Context: an optimization exercise on an open-source flow, tuned for small area, a short achievable clock period and few clock cycles. The choices shown serve that exercise and are no tape-out recipe. At most, simulation tests tie the RTL to the original design; equivalence was not proved.

// rrr_codec
module rrr_codec (
    input  wire        clk,
    input  wire        rst,       
    input  wire        start,
    input  wire [1:0]  op,        
    input  wire [63:0] arg0,
    input  wire [63:0] arg1,
    output wire        ready,
    output reg         done,
    output reg         fault,     
    output wire [63:0] finfo,     
    output wire [63:0] res0,
    output wire [63:0] res1
);
Size in the first run: about 330 I/O pins, ~70,000 sq um of cells after synthesis.
export LEC_CHECK = 0
export ABC_AREA = 1
export CAP_MARGIN = 20
export CELL_PAD_IN_SITES_DETAIL_PLACEMENT = 1
export CELL_PAD_IN_SITES_GLOBAL_PLACEMENT = 3
export CORE_MARGIN = 2
export CORE_UTILIZATION = 20
export PLACE_DENSITY = 0.5
export SLEW_MARGIN = 20
export SYNTH_MEMORY_MAX_BITS = 262144
create_clock -name core_clock -period 10.0 [get_ports {clk}]
run.sh (not shown) runs the stock make flow with config.mk's settings and CLKGATE_MAP_FILE= SYNTH_SCRIPT=/design/flow/synth_recipe.tcl, a recipe that flattens the netlist after the stock synthesis.
The baseline did not get past 5_1_grt, error GRT-0116.
Then changed:
Settings changed: CELL_PAD_IN_SITES_GLOBAL_PLACEMENT 3 to 2, CORE_UTILIZATION 20 to 25, PLACE_DENSITY 0.5 to 0.6.
Result: The changed run died in 5_1_grt (GRT-0116). Area after synthesis stays the same. Synthesized cell count is unchanged.
No functional check of the RTL was part of any run of this note.


rrr_codec, a different RTL version from the one above (not shown whole).
For scale: ~10000 cells after synthesis, about 330 I/O pins, roughly 57000 sq um of cells after synthesis.
export LEC_CHECK = 0
export ABC_AREA = 1
export CAP_MARGIN = 20
export CORE_MARGIN = 2
export CORE_UTILIZATION = 20
export PLACE_DENSITY = 0.35
export SLEW_MARGIN = 20
export SYNTH_MEMORY_MAX_BITS = 262144
create_clock -name core_clock -period 10.0 [get_ports {clk}]
The first run failed in global routing, error GRT-0116.
Testbench counts at the start, summed over its fixed seeds: cycles 81,293.
Change:
Settings changed: ABC_AREA 1 to not set, CORE_UTILIZATION 20 to 40, PLACE_DENSITY 0.35 to 0.6, SYNTH_MEMORY_MAX_BITS 262144 to not set.
Now the flow died in synthesis.
Change:
Settings changed: ABC_AREA set to 1, SYNTH_MEMORY_MAX_BITS set to 262144.
Effect: With this change the flow died in global routing, error GRT-0116.


== run A ==
rrr_codec, a different RTL version from the one above (not shown whole).
Size: about 11000 cells after synthesis, about 370 flip-flops, ~330 I/O pins, ~75000 um^2 of cells after synthesis.
// rrr_codec
module rrr_codec (
    input  wire        clk,
    input  wire        rst,       
    input  wire        start,
    input  wire [1:0]  op,        
    input  wire [63:0] arg0,
    input  wire [63:0] arg1,
    output wire        ready,
    output reg         done,
    output reg         fault,     
    output wire [63:0] finfo,     
    output wire [63:0] res0,
    output wire [63:0] res1
);
make LEC_CHECK=0 ABC_AREA=0 CAP_MARGIN=20 CELL_PAD_IN_SITES_DETAIL_PLACEMENT=0 CORE_MARGIN=2 CORE_UTILIZATION=12 MIN_ROUTING_LAYER=met2 PLACE_DENSITY=0.22 SLEW_MARGIN=20 SYNTH_MEMORY_MAX_BITS=262144 finish   # period 10.0 ns
Seen in the log of run A: GRT-0116 during 5_1_grt, after which the run never completed.
Here is what was changed in the inputs of run D compared with run A.
- a change of PLACE_DENSITY from 0.22 to 0.28
- a change of CELL_PAD_IN_SITES_DETAIL_PLACEMENT from 0 to 1
- a change of CORE_UTILIZATION from 12 to 15
[summary]
Status for run D and run A: no clean run. FAIL run A @ 5_1_grt: tool exited with error. Run D terminated abnormally: 5_1_grt reported GRT-0116. Run A → run D: number of instances in the placed design lower; standard cell area after detailed placement lost about 5.5%; final RePlAce weighted congestion went up by 0.13; total half-perimeter wirelength after legalization and detailed placement decreased by about 10% relative to the old numbers; post-synthesis average cell area held steady. Max total clock buffers created by CTS across run D and run A: run A. Going from run A to run D, starting density of the core grows by 3.0 points. The number of rows created at floorplan in run D is 0.893 times that in run A. Run D against run A: die boundary width lost 84 um, area after synthesis neither gained nor lost much.
Function was not checked in any run of this note: the RTL went through the layout flow alone.


rrr_codec, a different RTL version from the one above (not shown whole).
For scale: roughly 12000 cells after synthesis, about 340 flip-flops.
clock: 10.0 ns
lec_check: 0
abc_area: 1
cap_margin: 20
core_margin: 2
core_utilization: 30
place_density: 0.45
slew_margin: 20
synth_memory_max_bits: 262144
The first run stopped in 5_1_grt.
Then changed:
CORE_UTILIZATION = 15   (was 30)
PLACE_DENSITY = 0.25   (was 0.45)
Outcome:
- The changed run failed in 5_1_grt, error GRT-0116
- synthesized area stays the same
- synthesized cell count stays the same
Then changed:
CORE_UTILIZATION = 22   (was 15)
PLACE_DENSITY = 0.35   (was 0.25)
The changed run never finished: it broke off in 5_1_grt (GRT-0116).
Area after synthesis is unchanged.
Synthesized cell count stays the same.
No run of this note included a check of the RTL's function; only the layout flow was run.
